What follows belongs to an exercise in optimizing a design on an open flow for small area; a production flow would make more cautious choices. No run shown here included a check of the RTL's function; only the layout flow was run. Power figures rest on the tool's default switching activity, not on a simulated workload.

### flow/config.mk
export PLATFORM = sky130hd
export DESIGN_NAME = wmr928_fsc
export DESIGN_NICKNAME = wmr928_fsc
export VERILOG_FILES = /design/flow/design.v
export SDC_FILE = /design/flow/constraint.sdc
export NUM_CORES = 4
export LEC_CHECK = 0
export CAP_MARGIN = 20
export CORE_MARGIN = 2
export CORE_UTILIZATION = 40
export SLEW_MARGIN = 20
export SYNTH_HIERARCHICAL = 1
### flow/constraint.sdc
create_clock -name core_clock -period 7.0 [get_ports {clk}]
set_input_delay 1.4000 -clock core_clock [delete_from_list [all_inputs] [get_ports {clk}]]
set_output_delay 1.4000 -clock core_clock [all_outputs]
set_load 0.01 [all_outputs]
### flow/design.v
module wmr928_fsc (
    input  wire         clk,
    input  wire         rst,           
    input  wire         in_valid,
    input  wire [7:0]   in_data,
    input  wire [1:0]   in_fail,       
    output wire         in_ready,
    output wire [2:0]   o_state,
    output wire [1:0]   o_err,
    output wire [7:0]   o_dev,
    output wire [3:0]   o_len,
    output wire [3:0]   o_cnt,
    output wire [7:0]   o_acc,
    output wire [103:0] o_fb,          
    output wire         o_sync,
    output wire         o_frame_ok,
    output wire         o_cksum_fail,
    output wire         o_nop,
    output wire         o_unk_skip,
    output wire         o_fatal,
    output wire         o_low_batt,
    output wire [10:0]  o_wind_dir,
    output wire [14:0]  o_wind_gust_c,
    output wire         o_rain_rate_over,
    output wire         o_rain_total_over,
    output wire         o_rain_yest_over,
    output wire [7:0]   o_minute,
    input  wire [7:0]   bcd_in,
    output wire [7:0]   bcd_out
);
    localparam [1:0] ST_HUNT  = 2'd0;
    localparam [1:0] ST_MARK1 = 2'd1;
    localparam [1:0] ST_CODE  = 2'd2;
    localparam [1:0] ST_DATA  = 2'd3;
    reg       hlt;
    reg [1:0] st;        
    reg [7:0] dev;
    reg [3:1] len;
    reg [3:0] cnt;
    reg [7:0] acc;
    reg [7:0] fb [0:12];
    wire halted = hlt;
    assign in_ready = !rst && !hlt;
    wire is_fail   = in_fail[1] | in_fail[0];
    wire take_fail = !halted && is_fail;
    wire take_byte = !halted && !is_fail && in_valid;
    wire       hi_zero  = (in_data[7:4] == 4'd0);
    wire [3:0] c        = in_data[3:0];
    wire       code_ok  = hi_zero && (c[3] ? (c[2] & c[1]) : !(c[2] & c[1] & c[0]));
    reg  [3:1] code_len;             
    always @(*) begin
        case (c)
            4'd0:    code_len = 3'b100;   
            4'd1:    code_len = 3'b110;   
            4'd3:    code_len = 3'b011;   
            4'd6:    code_len = 3'b101;   
            4'd14:   code_len = 3'b001;   
            default: code_len = 3'b000;   
        endcase
    end
    wire code_nop = (code_len == 3'b000);
    wire last_byte = len[3] ? (len[2] ? (cnt[3] & cnt[2])                
                                      : (len[1] ? (cnt[3] & cnt[1])        
                                                : (cnt[2] & cnt[1] & cnt[0])))  
                            : (cnt[0] & (!len[2] | cnt[2]));             
    wire in_code    = (st == ST_CODE);
    wire in_data_st = (st == ST_DATA);
    wire tb_code    = take_byte && in_code;
    wire tb_data    = take_byte && in_data_st;
    wire       nrst  = !rst;
    wire [7:0] din   = in_data & {8{nrst}};
    wire [7:0] acc_g = acc & {8{in_data_st & nrst}};
    wire [7:0] acc_sum;
    wire       cks_eq = (acc == in_data);
    wire code_take = tb_code && code_ok;
    wire acc_en    = code_take || (tb_data && !last_byte);
    always @(posedge clk) begin
        if (rst || tb_code)
            dev <= din;
        if (rst || code_take)
            len <= code_len & {3{nrst}};
        if (rst || acc_en)
            acc <= acc_sum;
        if (rst || tb_data)
            cnt <= (rst || last_byte) ? 4'd0 : cnt + 4'd1;
    end
    reg  [1:0] strobe;
    wire       fend = tb_data && last_byte;
    wire       ff   = (in_data == 8'hFF);
    always @(posedge clk) begin
        if (rst) begin
            hlt    <= 1'b0;
            st     <= ST_HUNT;
            strobe <= 2'b00;
        end else begin
            strobe[1] <= fend;
            strobe[0] <= fend ? cks_eq
                              : take_byte && (((st == ST_MARK1) && ff) || (code_take && code_nop));
            if (take_fail) begin
                hlt <= 1'b1;
                st  <= {1'b1, in_fail[1]};       
            end else if (take_byte) begin
                case (st)
                    ST_HUNT:  if (ff) st <= ST_MARK1;
                    ST_MARK1: st <= ff ? ST_CODE : ST_HUNT;
                    ST_CODE: begin
                        if (!code_ok) begin
                            hlt <= 1'b1;
                            st  <= 2'd1;         
                        end else begin
                            st  <= code_nop ? ST_HUNT : ST_DATA;
                        end
                    end
                    ST_DATA:  if (last_byte) st <= ST_HUNT;
                endcase
            end
        end
    end
    assign o_frame_ok   = strobe[1] & strobe[0];
    assign o_cksum_fail = strobe[1] & !strobe[0];
    assign o_sync       = !strobe[1] & strobe[0] & st[1];
    assign o_nop        = !strobe[1] & strobe[0] & !st[1];
    always @(posedge clk) begin
        if (!rst && tb_data)
            fb[cnt] <= in_data;
    end
    assign o_state    = {hlt, st & {2{!hlt}}};
    assign o_err      = st & {2{hlt}};
    assign o_dev      = dev;
    assign o_len      = {len, len[3] & (len[2] | len[1])};
    assign o_cnt      = cnt;
    assign o_acc      = acc;
    assign o_fatal    = hlt;
    assign o_unk_skip = 1'b0;     
    genvar gi;
    generate
        for (gi = 0; gi < 13; gi = gi + 1) begin : g_fb
            assign o_fb[8*gi +: 8] = fb[gi];
        end
    endgenerate
    wire [7:0] fb0 = fb[0];
    wire [7:0] fb1 = fb[1];
    wire [7:0] fb2 = fb[2];
    wire [7:0] fb3 = fb[3];
    assign o_low_batt        = dev[3] ? fb0[7] : fb0[6];
    assign o_rain_rate_over  = fb0[4];
    assign o_rain_total_over = fb0[5];
    assign o_rain_yest_over  = fb0[7];
    wire bo_1, bo_2, bo_3, bo_4, bo_5, bo_6, bo_7, bo_8, bo_9, bo_10, bo_11, bo_12, bo_13, bo_14, bo_15, bo_16;
    ha_cell bo_u2 (.a(bcd_in[1]), .b(bcd_in[4]), .s(bo_1), .k(bo_2));
    fa_cell bo_u4 (.a(bcd_in[2]), .b(bcd_in[5]), .c(bo_2), .s(bo_3), .k(bo_4));
    fa_cell bo_u6 (.a(bcd_in[3]), .b(bcd_in[4]), .c(bcd_in[6]), .s(bo_5), .k(bo_6));
    ha_cell bo_u8 (.a(bo_5), .b(bo_4), .s(bo_7), .k(bo_8));
    fa_cell bo_u10 (.a(bcd_in[5]), .b(bcd_in[7]), .c(bo_6), .s(bo_9), .k(bo_10));
    ha_cell bo_u12 (.a(bo_8), .b(bo_9), .s(bo_11), .k(bo_12));
    fa_cell bo_u14 (.a(bcd_in[6]), .b(bo_10), .c(bo_12), .s(bo_13), .k(bo_14));
    ha_cell bo_u16 (.a(bcd_in[7]), .b(bo_14), .s(bo_15), .k(bo_16));
    assign bcd_out[0] = bcd_in[0];
    assign bcd_out[1] = bo_1;
    assign bcd_out[2] = bo_3;
    assign bcd_out[3] = bo_7;
    assign bcd_out[4] = bo_11;
    assign bcd_out[5] = bo_13;
    assign bcd_out[6] = bo_15;
    assign bcd_out[7] = bo_16;
    wire mi_1, mi_2, mi_3, mi_4, mi_5, mi_6, mi_7, mi_8, mi_9, mi_10, mi_11, mi_12;
    ha_cell mi_u2 (.a(fb0[1]), .b(fb0[4]), .s(mi_1), .k(mi_2));
    fa_cell mi_u4 (.a(fb0[2]), .b(fb0[5]), .c(mi_2), .s(mi_3), .k(mi_4));
    fa_cell mi_u6 (.a(fb0[3]), .b(fb0[4]), .c(fb0[6]), .s(mi_5), .k(mi_6));
    ha_cell mi_u8 (.a(mi_5), .b(mi_4), .s(mi_7), .k(mi_8));
    fa_cell mi_u10 (.a(fb0[5]), .b(mi_6), .c(mi_8), .s(mi_9), .k(mi_10));
    ha_cell mi_u12 (.a(fb0[6]), .b(mi_10), .s(mi_11), .k(mi_12));
    assign o_minute[0] = fb0[0];
    assign o_minute[1] = mi_1;
    assign o_minute[2] = mi_3;
    assign o_minute[3] = mi_7;
    assign o_minute[4] = mi_9;
    assign o_minute[5] = mi_11;
    assign o_minute[6] = mi_12;
    assign o_minute[7] = 1'b0;
    wire wd_1, wd_2, wd_3, wd_4, wd_5, wd_6, wd_7, wd_8, wd_9, wd_10, wd_11, wd_12, wd_13, wd_14, wd_15, wd_16, wd_17, wd_18, wd_19, wd_20, wd_21, wd_22, wd_23, wd_24, wd_25, wd_26, wd_27, wd_28, wd_29, wd_30, wd_31, wd_32, wd_33, wd_34, wd_35, wd_36, wd_37, wd_38, wd_39, wd_40;
    ha_cell wd_u2 (.a(fb1[1]), .b(fb1[4]), .s(wd_1), .k(wd_2));
    fa_cell wd_u4 (.a(fb1[2]), .b(fb1[5]), .c(fb2[0]), .s(wd_3), .k(wd_4));
    ha_cell wd_u6 (.a(wd_2), .b(wd_3), .s(wd_5), .k(wd_6));
    fa_cell wd_u8 (.a(fb1[3]), .b(fb1[4]), .c(fb1[6]), .s(wd_7), .k(wd_8));
    fa_cell wd_u10 (.a(fb2[1]), .b(wd_4), .c(wd_7), .s(wd_9), .k(wd_10));
    ha_cell wd_u12 (.a(wd_6), .b(wd_9), .s(wd_11), .k(wd_12));
    fa_cell wd_u14 (.a(fb1[5]), .b(fb1[7]), .c(fb2[2]), .s(wd_13), .k(wd_14));
    fa_cell wd_u16 (.a(wd_8), .b(wd_13), .c(wd_10), .s(wd_15), .k(wd_16));
    ha_cell wd_u18 (.a(wd_12), .b(wd_15), .s(wd_17), .k(wd_18));
    fa_cell wd_u20 (.a(fb1[6]), .b(fb2[0]), .c(fb2[3]), .s(wd_19), .k(wd_20));
    fa_cell wd_u22 (.a(wd_14), .b(wd_19), .c(wd_16), .s(wd_21), .k(wd_22));
    ha_cell wd_u24 (.a(wd_18), .b(wd_21), .s(wd_23), .k(wd_24));
    fa_cell wd_u26 (.a(fb1[7]), .b(fb2[0]), .c(fb2[1]), .s(wd_25), .k(wd_26));
    fa_cell wd_u28 (.a(wd_20), .b(wd_25), .c(wd_22), .s(wd_27), .k(wd_28));
    ha_cell wd_u30 (.a(wd_24), .b(wd_27), .s(wd_29), .k(wd_30));
    fa_cell wd_u32 (.a(fb2[1]), .b(fb2[2]), .c(wd_26), .s(wd_31), .k(wd_32));
    fa_cell wd_u34 (.a(wd_31), .b(wd_28), .c(wd_30), .s(wd_33), .k(wd_34));
    fa_cell wd_u36 (.a(fb2[2]), .b(fb2[3]), .c(wd_32), .s(wd_35), .k(wd_36));
    ha_cell wd_u38 (.a(wd_35), .b(wd_34), .s(wd_37), .k(wd_38));
    fa_cell wd_u40 (.a(fb2[3]), .b(wd_36), .c(wd_38), .s(wd_39), .k(wd_40));
    assign o_wind_dir[0] = fb1[0];
    assign o_wind_dir[1] = wd_1;
    assign o_wind_dir[2] = wd_5;
    assign o_wind_dir[3] = wd_11;
    assign o_wind_dir[4] = wd_17;
    assign o_wind_dir[5] = wd_23;
    assign o_wind_dir[6] = wd_29;
    assign o_wind_dir[7] = wd_33;
    assign o_wind_dir[8] = wd_37;
    assign o_wind_dir[9] = wd_39;
    assign o_wind_dir[10] = wd_40;
    wire wg_1, wg_2, wg_3, wg_4, wg_5, wg_6, wg_7, wg_8, wg_9, wg_10, wg_11, wg_12, wg_13, wg_14, wg_15, wg_16, wg_17, wg_18, wg_19, wg_20, wg_21, wg_22, wg_23, wg_24, wg_25, wg_26, wg_27, wg_28, wg_29, wg_30, wg_31, wg_32, wg_33, wg_34, wg_35, wg_36, wg_37, wg_38, wg_39, wg_40, wg_41, wg_42, wg_43, wg_44, wg_45, wg_46, wg_47, wg_48, wg_49, wg_50, wg_51, wg_52, wg_53, wg_54, wg_55, wg_56, wg_57, wg_58, wg_59, wg_60;
    assign wg_1 = ~fb3[4];
    assign wg_2 = ~fb3[5];
    assign wg_3 = ~fb3[6];
    assign wg_4 = ~fb3[7];
    ha_cell wg_u6 (.a(fb2[6]), .b(fb3[0]), .s(wg_5), .k(wg_6));
    fa_cell wg_u8 (.a(fb2[7]), .b(fb3[1]), .c(fb3[4]), .s(wg_7), .k(wg_8));
    ha_cell wg_u10 (.a(wg_6), .b(wg_7), .s(wg_9), .k(wg_10));
    fa_cell wg_u12 (.a(fb3[2]), .b(fb3[5]), .c(wg_8), .s(wg_11), .k(wg_12));
    ha_cell wg_u14 (.a(wg_10), .b(wg_11), .s(wg_13), .k(wg_14));
    assign wg_15 = ~(fb3[0] ^ fb3[3]);
    assign wg_16 = fb3[0] | fb3[3];
    fa_cell wg_u18 (.a(fb3[6]), .b(wg_1), .c(wg_15), .s(wg_17), .k(wg_18));
    fa_cell wg_u20 (.a(wg_12), .b(wg_17), .c(wg_14), .s(wg_19), .k(wg_20));
    fa_cell wg_u22 (.a(fb3[0]), .b(fb3[1]), .c(fb3[7]), .s(wg_21), .k(wg_22));
    fa_cell wg_u24 (.a(wg_2), .b(wg_16), .c(wg_21), .s(wg_23), .k(wg_24));
    fa_cell wg_u26 (.a(wg_18), .b(wg_23), .c(wg_20), .s(wg_25), .k(wg_26));
    fa_cell wg_u28 (.a(fb3[1]), .b(fb3[2]), .c(wg_3), .s(wg_27), .k(wg_28));
    fa_cell wg_u30 (.a(wg_22), .b(wg_27), .c(wg_24), .s(wg_29), .k(wg_30));
    ha_cell wg_u32 (.a(wg_29), .b(wg_26), .s(wg_31), .k(wg_32));
    fa_cell wg_u34 (.a(fb3[2]), .b(fb3[3]), .c(wg_4), .s(wg_33), .k(wg_34));
    fa_cell wg_u36 (.a(wg_28), .b(wg_33), .c(wg_30), .s(wg_35), .k(wg_36));
    ha_cell wg_u38 (.a(wg_35), .b(wg_32), .s(wg_37), .k(wg_38));
    assign wg_39 = ~(fb3[3] ^ wg_34);
    assign wg_40 = fb3[3] | wg_34;
    fa_cell wg_u42 (.a(wg_39), .b(wg_36), .c(wg_38), .s(wg_41), .k(wg_42));
    assign wg_43 = ~(fb3[4] ^ wg_40);
    assign wg_44 = fb3[4] | wg_40;
    ha_cell wg_u46 (.a(wg_43), .b(wg_42), .s(wg_45), .k(wg_46));
    assign wg_47 = ~(fb3[5] ^ wg_44);
    assign wg_48 = fb3[5] | wg_44;
    ha_cell wg_u50 (.a(wg_47), .b(wg_46), .s(wg_49), .k(wg_50));
    assign wg_51 = ~(fb3[6] ^ wg_48);
    assign wg_52 = fb3[6] | wg_48;
    ha_cell wg_u54 (.a(wg_51), .b(wg_50), .s(wg_53), .k(wg_54));
    assign wg_55 = ~(fb3[7] ^ wg_52);
    assign wg_56 = fb3[7] | wg_52;
    ha_cell wg_u58 (.a(wg_55), .b(wg_54), .s(wg_57), .k(wg_58));
    assign wg_59 = ~(wg_56 ^ wg_58);
    assign wg_60 = wg_56 | wg_58;
    assign o_wind_gust_c[0] = fb2[4];
    assign o_wind_gust_c[1] = fb2[5];
    assign o_wind_gust_c[2] = wg_5;
    assign o_wind_gust_c[3] = wg_9;
    assign o_wind_gust_c[4] = wg_13;
    assign o_wind_gust_c[5] = wg_19;
    assign o_wind_gust_c[6] = wg_25;
    assign o_wind_gust_c[7] = wg_31;
    assign o_wind_gust_c[8] = wg_37;
    assign o_wind_gust_c[9] = wg_41;
    assign o_wind_gust_c[10] = wg_45;
    assign o_wind_gust_c[11] = wg_49;
    assign o_wind_gust_c[12] = wg_53;
    assign o_wind_gust_c[13] = wg_57;
    assign o_wind_gust_c[14] = wg_59;
    wire ac_1, ac_2, ac_3, ac_4, ac_5, ac_6, ac_7, ac_8, ac_9, ac_10, ac_11, ac_12, ac_13, ac_14, ac_15, ac_16;
    ha_cell ac_u2 (.a(acc_g[0]), .b(din[0]), .s(ac_1), .k(ac_2));
    fa_cell ac_u4 (.a(acc_g[1]), .b(din[1]), .c(ac_2), .s(ac_3), .k(ac_4));
    fa_cell ac_u6 (.a(acc_g[2]), .b(din[2]), .c(ac_4), .s(ac_5), .k(ac_6));
    fa_cell ac_u8 (.a(acc_g[3]), .b(din[3]), .c(ac_6), .s(ac_7), .k(ac_8));
    fa_cell ac_u10 (.a(acc_g[4]), .b(din[4]), .c(ac_8), .s(ac_9), .k(ac_10));
    fa_cell ac_u12 (.a(acc_g[5]), .b(din[5]), .c(ac_10), .s(ac_11), .k(ac_12));
    fa_cell ac_u14 (.a(acc_g[6]), .b(din[6]), .c(ac_12), .s(ac_13), .k(ac_14));
    fa_cell ac_u16 (.a(acc_g[7]), .b(din[7]), .c(ac_14), .s(ac_15), .k(ac_16));
    assign acc_sum[0] = ac_1;
    assign acc_sum[1] = ac_3;
    assign acc_sum[2] = ac_5;
    assign acc_sum[3] = ac_7;
    assign acc_sum[4] = ac_9;
    assign acc_sum[5] = ac_11;
    assign acc_sum[6] = ac_13;
    assign acc_sum[7] = ac_15;
endmodule
module fa_cell (input a, input b, input c, output s, output k);
    assign s = a ^ b ^ c;
    assign k = (a & b) | (a & c) | (b & c);
endmodule
module ha_cell (input a, input b, output s, output k);
    assign s = a ^ b;
    assign k = a & b;
endmodule
### flow/flow/run.sh
#!/bin/bash
# Standard ORFS layout with the smallest buffer cell on the ports and a
# clock tree of clkbuf_4 cells without dummy loads.
set -euo pipefail
bash standard.sh "BUFFER_PORTS_ARGS=-buffer_cell sky130_fd_sc_hd__buf_1" \
  "CTS_ARGS=-repair_clock_nets -dont_use_dummy_load -buf_list sky130_fd_sc_hd__clkbuf_4" \
  "RECOVER_POWER=100" \
  finish > standard.log 2>&1
### flow/standard.sh
#!/bin/bash
# synth_recipe.tcl (not shown) runs the flow's synth.tcl, then flattens the netlist and writes it again
# the make line also repeats each setting of config.mk as NAME=value (left out here)
make -C /OpenROAD-flow-scripts/flow DESIGN_CONFIG=/design/flow/config.mk WORK_HOME=/design/flow/orfs CLKGATE_MAP_FILE= SYNTH_SCRIPT=/design/flow/synth_recipe.tcl "${@:-finish}"
==> run notes, run 1 <==
sequential area share after synthesis roughly three fifths; Die ar. 0.0170 mm^2; Critical Path AT 4.65 ns; Setup-failing EPs final 0; Slew Viols, Final 0; Die H 130 um; wire length on met2 around 6600 um; Root Buffer clkbuf_4; Port Buffers around 200; Final ANT Viol Nets 0; area delta synth->final 12.4%; setup ws final 0.954 ns; Leak 2.52 nW; GRT Residual Overflow 0; pre-CTS setup slack ~1.2 ns; xor and xnor fraction of the mapped netlist area between 1.5 and 2%; post-detail-place hpwl 10,100 um; period utilization 86.4%; f_max 165 MHz; Setup CP Type flop to output pin; CTS tree done; clk sinks 132; vias in the first global route 3,724; wire per inst 17.4 um; Worst-Margin Slew 1.15 ns; complex-gate fraction of the synthesized area 2.03%; Max Cap Violations 0; # IOs 207; most common cell after layout, fill and taps aside buf_1; cell count after synthesis 413; Setup Skew approximately 0.037 ns; 1st-iter DRT viols about 190; Antenna diodes 0; CP max FO 4; routed length on met1 6020 um; # resized after CTS 0; Bufs on Longest Clock Path 2; initial cell density of the core 40.6%; FF+latch count, synth 132; Clock transition at path regs 0.11 ns; relative slew slack 23.3%; Async SR Flop Fraction 0%; kind of end point of the critical path output pin; WL final about 14,000 um; main combinational cell family by area after synthesis adder cells; all-layer global routing usage ~16%; most frequent cells in the layout 200 x buf_1, 127 x edfxtp_1, 39 x fa_1, 34 x ha_1, 19 x nor2_1; Tmin final 6.05 ns; top layer reached by signal wires met4; Post-Synthesis Cell Area roughly 0.0064 mm^2; Netlist cell types 42; H-tree levels 4; prevailing post-synth register cell edfxtp_1; Yosys warning total 7; die width 130 um; hold_buf cts 0; RSZ-0062 raised after global routing false; total power 0.00133 W; startpoint types flop; power density cells 185 mW/mm^2; Hold WC Path Type flop to flop; Fill cells 1,466; Worst EP required 5.60 ns; number of placement rows 46; Synth area leaders edfxtp_1 60%, fa_1 12%, ha_1 6.6%, buf_4 5.5%, and2_1 1.9%; worst vdd ir 79.9 uV; first-pass GRT wire length 20,300 um; post-CTS setup buffer count 0; CTS Buf Count 17; DRC Markers 0; TNS Setup 0 ns; largest net degree at the start of global routing 24; Hold WS 0.618 ns; initial antenna violation count 0; number of synthesized flops with an enable pin 127; Final Hold Fails 0; gpl congestion 0.831; status complete, no violations; met3 WL 1080 um; leading area contributor after synthesis edfxtp_1; syn avg cell area 15.5 um^2; Final nets approximately 680; Pre-antenna DRT Iters 5; Core Footprint 0.0158 mm^2; top cell type's share of synthesized area 59.6%; Vias 3,774; worst-skew pair later-pin latency 0.54 ns; post-synthesis simple-gate area fraction 8.60%; post-synthesis mux area share 0.645%; drt via density between 4 and 5; share of cells above drive strength 1 ~3.4%; Adder-Cell Fraction of Synth Area 18.8%
[per-module statistics from Yosys, one instance, submodules excluded]
module      copies in the design  cell area (um^2)
fa_cell                       39              20.0
ha_cell                       24              12.5
wmr928_fsc                     1              5320
[cell usage after synthesis, drive strengths merged (4+ instances only)]
| library cell | count |
|---|---|
| nor3 | 8 |
| xnor2 | 5 |
| nand2b | 5 |
| nor2b | 15 |
| buf | 47 |
| o21ai | 4 |
| xor2 | 6 |
| inv | 18 |
| and2 | 19 |
| fa | 39 |
| nand3 | 5 |
| ha | 34 |
| nand2 | 10 |
| edfxtp | 127 |
| clkbuf | 10 |
| nor2 | 19 |
| and3 | 4 |
| dfxtp | 5 |
[cell type report]
class                           instances  area (um^2)  share of cell area, %
Tap cell                              216          270                   3.76
Sequential cell                       132         3910                   54.4
Inverter                               18         67.6                  0.940
Timing Repair Buffer                  209          785                   10.9
Clock buffer                           17          128                   1.77
Multi-Input combinational cell        207         2030                   28.2
[per-layer routing]
layer  up-vias  track usage, %
li1       1738               -
met1      1851            21.4
met2       170            25.8
met3        15            4.89
met4         0            6.63
met5         -               0
[flip-flops by register name, summed over array words and instances (netlist names)]
name and flops:
fb 104, len 3, hlt 1, cnt 4, st 2, strobe 2
dev 8, acc 8
[logic make-up (layout without fill, tap and decap cells)]
| group | after synthesis | in the layout |
|---|---|---|
| AO/OA/AOI/OAI | 18 | 18 |
| XOR/XNOR | 11 | 11 |
| adder cells (fa/ha/maj) | 73 | 73 |
| buffers and inverters | 75 | 244 |
| flip-flops | 132 | 132 |
| multiplexers | 4 | 4 |
| other | 1 | 2 |
| AND/OR/NAND/NOR | 99 | 99 |
[worst max-delay path: stages (launching register included)]
cell,delay (ns)
edfxtp_1,0.50
fa_1,0.45
fa_1,0.45
ha_1,0.21
fa_1,0.38
fa_1,0.38
ha_1,0.19
ha_1,0.19
fa_1,0.36
ha_1,0.19
ha_1,0.17
ha_1,0.17
ha_1,0.18
xor2_1,0.14
buf_1,0.17
[path summary, 6_finish.rpt]
path,from,end,slack (ns),cells after the start
worst min-delay path,st[0],st[0],0.62,2
worst max-delay path,fb[3][1],o_wind_gust_c[14],0.95,14
worst max register to register,st[1],acc[7],2.70,11
worst min register to register,st[0],st[0],0.62,2
[power breakdown]
part,switching [W],total (W),internal [W]
clock,0.000224,0.000335,0.000111
combinational,0.0000666,0.000101,0.0000344
sequential,0.0000164,0.000894,0.000878
[per-stage QoR]
step | util [%] | cell area, um^2 | cells
finish | 45.6 | 7190 | 799
detailed placement | 45.0 | 7100 | 782
floorplan | - | 6400 | 414
global route | 45.6 | 7190 | 799
global placement | 45.0 | 7090 | 782
CTS | 45.8 | 7230 | 799
==> run 2, diff against run 1 <==
--- a/flow/design.v
+++ b/flow/design.v
@@ -32,15 +32,15 @@
     localparam [1:0] ST_MARK1 = 2'd1;
     localparam [1:0] ST_CODE  = 2'd2;
     localparam [1:0] ST_DATA  = 2'd3;
-    reg       hlt;
-    reg [1:0] st;        
+    reg [1:0] st;
+    reg [1:0] err;
     reg [7:0] dev;
     reg [3:1] len;
     reg [3:0] cnt;
     reg [7:0] acc;
     reg [7:0] fb [0:12];
-    wire halted = hlt;
-    assign in_ready = !rst && !hlt;
+    wire halted = err[1] | err[0];
+    assign in_ready = !rst && !halted;
     wire is_fail   = in_fail[1] | in_fail[0];
     wire take_fail = !halted && is_fail;
     wire take_byte = !halted && !is_fail && in_valid;
@@ -89,24 +89,24 @@
     wire       ff   = (in_data == 8'hFF);
     always @(posedge clk) begin
         if (rst) begin
-            hlt    <= 1'b0;
             st     <= ST_HUNT;
+            err    <= 2'd0;
             strobe <= 2'b00;
         end else begin
             strobe[1] <= fend;
             strobe[0] <= fend ? cks_eq
                               : take_byte && (((st == ST_MARK1) && ff) || (code_take && code_nop));
             if (take_fail) begin
-                hlt <= 1'b1;
-                st  <= {1'b1, in_fail[1]};       
+                st  <= ST_HUNT;
+                err <= {1'b1, in_fail[1]};
             end else if (take_byte) begin
                 case (st)
                     ST_HUNT:  if (ff) st <= ST_MARK1;
                     ST_MARK1: st <= ff ? ST_CODE : ST_HUNT;
                     ST_CODE: begin
                         if (!code_ok) begin
-                            hlt <= 1'b1;
-                            st  <= 2'd1;         
+                            st  <= ST_HUNT;
+                            err <= 2'd1;
                         end else begin
                             st  <= code_nop ? ST_HUNT : ST_DATA;
                         end
@@ -124,13 +124,13 @@
         if (!rst && tb_data)
             fb[cnt] <= in_data;
     end
-    assign o_state    = {hlt, st & {2{!hlt}}};
-    assign o_err      = st & {2{hlt}};
+    assign o_state    = {halted, st};
+    assign o_err      = err;
     assign o_dev      = dev;
     assign o_len      = {len, len[3] & (len[2] | len[1])};
     assign o_cnt      = cnt;
     assign o_acc      = acc;
-    assign o_fatal    = hlt;
+    assign o_fatal    = halted;
     assign o_unk_skip = 1'b0;     
     genvar gi;
     generate
@@ -177,7 +177,7 @@
     assign o_minute[4] = mi_9;
     assign o_minute[5] = mi_11;
     assign o_minute[6] = mi_12;
-    assign o_minute[7] = 1'b0;
+    assign o_minute[7] = dev[7];
     wire wd_1, wd_2, wd_3, wd_4, wd_5, wd_6, wd_7, wd_8, wd_9, wd_10, wd_11, wd_12, wd_13, wd_14, wd_15, wd_16, wd_17, wd_18, wd_19, wd_20, wd_21, wd_22, wd_23, wd_24, wd_25, wd_26, wd_27, wd_28, wd_29, wd_30, wd_31, wd_32, wd_33, wd_34, wd_35, wd_36, wd_37, wd_38, wd_39, wd_40;
     ha_cell wd_u2 (.a(fb1[1]), .b(fb1[4]), .s(wd_1), .k(wd_2));
     fa_cell wd_u4 (.a(fb1[2]), .b(fb1[5]), .c(fb2[0]), .s(wd_3), .k(wd_4));
@@ -220,8 +220,8 @@
     ha_cell wg_u10 (.a(wg_6), .b(wg_7), .s(wg_9), .k(wg_10));
     fa_cell wg_u12 (.a(fb3[2]), .b(fb3[5]), .c(wg_8), .s(wg_11), .k(wg_12));
     ha_cell wg_u14 (.a(wg_10), .b(wg_11), .s(wg_13), .k(wg_14));
-    assign wg_15 = ~(fb3[0] ^ fb3[3]);
-    assign wg_16 = fb3[0] | fb3[3];
+    xnor_cell wg_x16 (.a(fb3[0]), .b(fb3[3]), .y(wg_15));
+    or_cell wg_o16 (.a(fb3[0]), .b(fb3[3]), .y(wg_16));
     fa_cell wg_u18 (.a(fb3[6]), .b(wg_1), .c(wg_15), .s(wg_17), .k(wg_18));
     fa_cell wg_u20 (.a(wg_12), .b(wg_17), .c(wg_14), .s(wg_19), .k(wg_20));
     fa_cell wg_u22 (.a(fb3[0]), .b(fb3[1]), .c(fb3[7]), .s(wg_21), .k(wg_22));
@@ -233,23 +233,23 @@
     fa_cell wg_u34 (.a(fb3[2]), .b(fb3[3]), .c(wg_4), .s(wg_33), .k(wg_34));
     fa_cell wg_u36 (.a(wg_28), .b(wg_33), .c(wg_30), .s(wg_35), .k(wg_36));
     ha_cell wg_u38 (.a(wg_35), .b(wg_32), .s(wg_37), .k(wg_38));
-    assign wg_39 = ~(fb3[3] ^ wg_34);
-    assign wg_40 = fb3[3] | wg_34;
+    xnor_cell wg_x40 (.a(fb3[3]), .b(wg_34), .y(wg_39));
+    or_cell wg_o40 (.a(fb3[3]), .b(wg_34), .y(wg_40));
     fa_cell wg_u42 (.a(wg_39), .b(wg_36), .c(wg_38), .s(wg_41), .k(wg_42));
-    assign wg_43 = ~(fb3[4] ^ wg_40);
-    assign wg_44 = fb3[4] | wg_40;
+    xnor_cell wg_x44 (.a(fb3[4]), .b(wg_40), .y(wg_43));
+    or_cell wg_o44 (.a(fb3[4]), .b(wg_40), .y(wg_44));
     ha_cell wg_u46 (.a(wg_43), .b(wg_42), .s(wg_45), .k(wg_46));
-    assign wg_47 = ~(fb3[5] ^ wg_44);
-    assign wg_48 = fb3[5] | wg_44;
+    xnor_cell wg_x48 (.a(fb3[5]), .b(wg_44), .y(wg_47));
+    or_cell wg_o48 (.a(fb3[5]), .b(wg_44), .y(wg_48));
     ha_cell wg_u50 (.a(wg_47), .b(wg_46), .s(wg_49), .k(wg_50));
-    assign wg_51 = ~(fb3[6] ^ wg_48);
-    assign wg_52 = fb3[6] | wg_48;
+    xnor_cell wg_x52 (.a(fb3[6]), .b(wg_48), .y(wg_51));
+    or_cell wg_o52 (.a(fb3[6]), .b(wg_48), .y(wg_52));
     ha_cell wg_u54 (.a(wg_51), .b(wg_50), .s(wg_53), .k(wg_54));
-    assign wg_55 = ~(fb3[7] ^ wg_52);
-    assign wg_56 = fb3[7] | wg_52;
+    xnor_cell wg_x56 (.a(fb3[7]), .b(wg_52), .y(wg_55));
+    or_cell wg_o56 (.a(fb3[7]), .b(wg_52), .y(wg_56));
     ha_cell wg_u58 (.a(wg_55), .b(wg_54), .s(wg_57), .k(wg_58));
-    assign wg_59 = ~(wg_56 ^ wg_58);
-    assign wg_60 = wg_56 | wg_58;
+    xnor_cell wg_x60 (.a(wg_56), .b(wg_58), .y(wg_59));
+    or_cell wg_o60 (.a(wg_56), .b(wg_58), .y(wg_60));
     assign o_wind_gust_c[0] = fb2[4];
     assign o_wind_gust_c[1] = fb2[5];
     assign o_wind_gust_c[2] = wg_5;
@@ -291,3 +291,9 @@
     assign s = a ^ b;
     assign k = a & b;
 endmodule
+module xnor_cell (input a, input b, output y);
+    assign y = ~(a ^ b);
+endmodule
+module or_cell (input a, input b, output y);
+    assign y = a | b;
+endmodule
==> flow/config.mk (replaced) <==
export PLATFORM = sky130hd
export DESIGN_NAME = wmr928_fsc
export DESIGN_NICKNAME = wmr928_fsc
export VERILOG_FILES = /design/flow/design.v
export SDC_FILE = /design/flow/constraint.sdc
export NUM_CORES = 4
export LEC_CHECK = 0
export CAP_MARGIN = 0
export CORE_MARGIN = 2
export CORE_UTILIZATION = 55
export SLEW_MARGIN = 0
export SYNTH_HIERARCHICAL = 1
==> run notes, run 2 <==
Die H 112 um (was 130 um); Layout Check Fails max-capacitance violations, max-slew violations; sequential area share after synthesis 61.0% (was 61.2%); syn avg cell area 15.9 um^2 (was 15.5 um^2); Clock transition at path regs 0.07 ns (was 0.11 ns); wire per inst 18.8 um (was 17.4 um); share of cells above drive strength 1 3.63% (was 3.43%); met3 WL 939 um (was 1080 um); top cell type's share of synthesized area 59.1% (was 59.6%); Vias 3,855 (was 3,774); # IOs 207 (unchanged); most frequent cell after synthesis edfxtp_1 (unchanged); Worst EP required 5.60 ns (about the same); all-layer global routing usage 22.1% (was 16.4%); Final nets 668 (was 679); routed length on met1 5580 um (was 6020 um); TNS Setup 0 ns (unchanged); DRC Markers 0 (unchanged); fin area 0.00712 mm^2 (was 0.00719 mm^2); Biggest register fb (unchanged); kind of end point of the critical path output pin (unchanged); f_max 165 MHz (about the same); Setup-failing EPs final 0 (unchanged); worst-skew pair later-pin latency 0.50 ns (was 0.54 ns); largest net degree at the start of global routing 25 (was 24); power density cells 185 mW/mm^2 (about the same); worst hold path depth 2 (unchanged); startpoint types flop (unchanged); GRT Residual Overflow 0 (unchanged); worst hold start err[1] (was st[0]); prevailing post-synth register cell edfxtp_1 (unchanged); Hold WC Path Type flop to flop (unchanged); Netlist cell types 47 (was 42); Worst R2R Path Depth 10 (was 11); Final Hold Fails 0 (unchanged); Worst path most repeated cell ha_1 (unchanged); initial antenna violation count 0 (unchanged); Core Footprint 0.0114 mm^2 (was 0.0158 mm^2); post-layout util 62.3% (was 45.6%); Root Buffer clkbuf_4 (unchanged); Post-Synthesis Cell Area 0.00645 mm^2 (was 0.00640 mm^2); Max Cap Violations 1 (was 0); hold_buf cts 0 (unchanged); CP max FO 4 (unchanged); pre-CTS setup slack 1.15 ns (was 1.16 ns); total power 0.00132 W (was 0.00133 W); leading area contributor after synthesis edfxtp_1 (unchanged); Bufs on Longest Clock Path 2 (unchanged); Leak 2.43 nW (was 2.52 nW); status complete, but fails checks (was complete, no violations); Yosys warning total 7 (unchanged); Setup Skew 0.0278 ns (was 0.0371 ns); clk sinks 133 (was 132); relative slew slack -8.24% (was 23.3%); Port Buffers 203 (was 202); drt via density 5.35 (was 4.72); die width 112 um (was 130 um); worst vdd ir 116 uV (was 79.9 uV); hold endpoint err[1] (was st[0]); Final ANT Viol Nets 0 (unchanged); period utilization 86.7% (was 86.4%); WL final 13,500 um (was 13,900 um); setup ws final 0.934 ns (was 0.954 ns); Critical Path AT 4.67 ns (was 4.65 ns); commonest cells in the synthesized netlist 127 x edfxtp_1, 50 x buf_4, 39 x fa_1, 28 x ha_1, 23 x and2_1 (was 127 x edfxtp_1, 47 x buf_4, 39 x fa_1, 34 x ha_1); reg-to-reg critical path startpoint st[1] (unchanged); initial cell density of the core 56.5% (was 40.6%); H-tree levels 4 (unchanged); Die ar. 0.0126 mm^2 (was 0.0170 mm^2); R2R Setup Slk 2.81 ns (was 2.70 ns); 1st-iter DRT viols 211 (was 191); most frequent cells in the layout 202 x buf_1, 127 x edfxtp_1, 39 x fa_1, 28 x ha_1 (was 200 x buf_1, 127 x edfxtp_1, 39 x fa_1, 34 x ha_1, 19 x nor2_1); most common cell after layout, fill and taps aside buf_1 (unchanged); DP Area 0.00705 mm^2 (was 0.00710 mm^2); area delta synth->final 10.3% (was 12.4%); cell count after synthesis 406 (was 413); CTS Buf Count 17 (unchanged); number of synthesized flops with an enable pin 127 (unchanged); gpl congestion 0.871 (was 0.831); Async SR Flop Fraction 0% (unchanged); crit-path cells fa_1, fa_1, ha_1, fa_1, fa_1, ha_1, ha_1, fa_1, ha_1, ha_1, ha_1, ha_1, xnor2_1, buf_1 (was fa_1, fa_1, ha_1, fa_1, fa_1, ha_1, ha_1, fa_1, ha_1, ha_1, ha_1, ha_1, xor2_1, buf_1); Tmin final 6.07 ns (was 6.05 ns); wire length on met2 6780 um (was 6580 um); Pre-antenna DRT Iters 4 (was 5); CP max-delay cell edfxtp_1 (unchanged); RR Endpoint acc[7] (unchanged); RSZ-0062 raised after global routing false (unchanged); vias in the first global route 3,866 (was 3,724); FF+latch count, synth 133 (was 132); post-detail-place hpwl 9660 um (was 10,100 um); Largest regs fb x104, acc x8, dev x8 (unchanged); Synth area leaders edfxtp_1 59%, fa_1 12%, buf_4 5.8%, ha_1 5.4%, xnor2_1 2.3% (was edfxtp_1 60%, fa_1 12%, ha_1 6.6%, buf_4 5.5%, and2_1 1.9%); Worst-Margin Slew 1.61 ns (was 1.15 ns); CTS tree done (unchanged); # resized after CTS 0 (unchanged); number of placement rows 39 (was 46); number of flip-flops in the largest register 104 (unchanged); top layer reached by signal wires met4 (unchanged); Antenna diodes 0 (unchanged); CP peak stage delay 0.49 ns (was 0.50 ns); Fill cells 910 (was 1,466); post-CTS setup buffer count 0 (unchanged); Setup CP Type flop to output pin (unchanged); first-pass GRT wire length 21,000 um (was 20,300 um); Slew Viols, Final 9 (was 0)
run 2: cell count changes after synthesis, moves of 4 or more:
| cell | delta |
|---|---|
| nor2_1 | -7 |
| or2_1 | +6 |
| nor4_1 | +4 |
| nand2b_1 | -5 |
| xor2_1 | -6 |
| inv_1 | -6 |
| ha_1 | -6 |
| and2_1 | +4 |
| buf_2 | +5 |
| nor2b_1 | -5 |
| clkbuf_1 | -9 |
| xnor2_1 | +12 |
run 2: power by group:
group	total [W]	internal (W)	switching, W	leakage, nW
combinational	0.0000974	0.0000312	0.0000662	1.14
clock	0.000325	0.000111	0.000214	0.0782
sequential	0.000896	0.000884	0.0000125	1.21
total	0.00132	0.00103	0.000293	2.43
run 2: worst max path at each step:
| stage | startpoint | endpoint | slack, ns |
|---|---|---|---|
| floorplan | fb[3][1] | o_wind_gust_c[14] | 1.60 |
| global placement | rst | acc[7] | 1.27 |
| detailed placement | rst | acc[7] | 1.15 |
| CTS | fb[3][1] | o_wind_gust_c[14] | 0.87 |
| global route | fb[3][1] | o_wind_gust_c[14] | 0.72 |
| finish | fb[3][1] | o_wind_gust_c[14] | 0.93 |
run 2: area by class of cell:
type,count,area [um^2],area share (%)
flip-flops and latches,133,3930,55.3
multi-input cells,204,2040,28.6
repair buffers,212,796,11.2
well taps,143,179,2.51
clock buffers,17,128,1.79
inverters,12,45.0,0.633
run 2: kinds of logic after synthesis:
group	Yosys count	share of synthesized area [%]
xor gates and xnor gates	17	2.31
adders and majority gates	67	17.5
buffers and inverters	69	7.14
and+or+nand+nor	94	8.85
AOI/OAI and AO/OA	23	2.72
other	1	0.0581
DFF	133	61.0
muxes	2	0.407
run 2: per-module statistics from Yosys, one instance, submodules excluded:
module      cells  flip-flops and latches
ha_cell         1                       0
xnor_cell       1                       0
or_cell         1                       0
fa_cell         1                       0
wmr928_fsc    330                     133
run 2: layer usage:
metal	global-route usage [%]	up-vias
met2	36.5	169
li1	-	1748
met5	0	-
met1	29.0	1918
met3	5.08	20
met4	8.13	0
run 2: through the flow:
| stage | hold WS, ns | instances |
|---|---|---|
| 6_report | 0.538 | 721 |
| 3_5_place_dp | 0.524 | 704 |
| 2_1_floorplan | 0.539 | 406 |
| 5_1_grt | 0.600 | 721 |
| 3_3_place_gp | 0.518 | 704 |
| 4_1_cts | 0.538 | 721 |
run 2: critical path: cells and delay by family (launching register included):
kind | cells | cell delay (ns)
XOR/XNOR | 1 | 0.16
adder cells (fa/ha/maj) | 12 | 3.38
buffers and inverters | 1 | 0.16
flip-flops | 1 | 0.49

what the ideal ports hide:
No port has a modelled driver above. Below, the same layouts with a new extraction and two added sets of constraints.
Step 1 (the two cells are an assumption about what drives the block):
set clk [get_ports {clk}]
set_driving_cell -lib_cell sky130_fd_sc_hd__clkbuf_16 $clk
set_driving_cell -lib_cell sky130_fd_sc_hd__buf_2 [delete_from_list [all_inputs] $clk]
Step 2 also shifts input and output timing later by t, the mid clock arrival at the registers, as if the neighbouring blocks saw the same clock.
Slacks: ideal ports / drivers / drivers and shift; pairs: ideal ports / drivers.
run | t (ns) | setup slack, ns | worst setup path after step 2 | clock arrival spread, ns | worst data-port slew with drivers (ns)
run 1 | 0.552 | 0.954 / 0.921 / 1.193 | input to register | 0.041 / 0.040 | 0.06
run 2 | 0.514 | 0.934 / 0.906 / 1.151 | input to register | 0.033 / 0.033 | 0.07
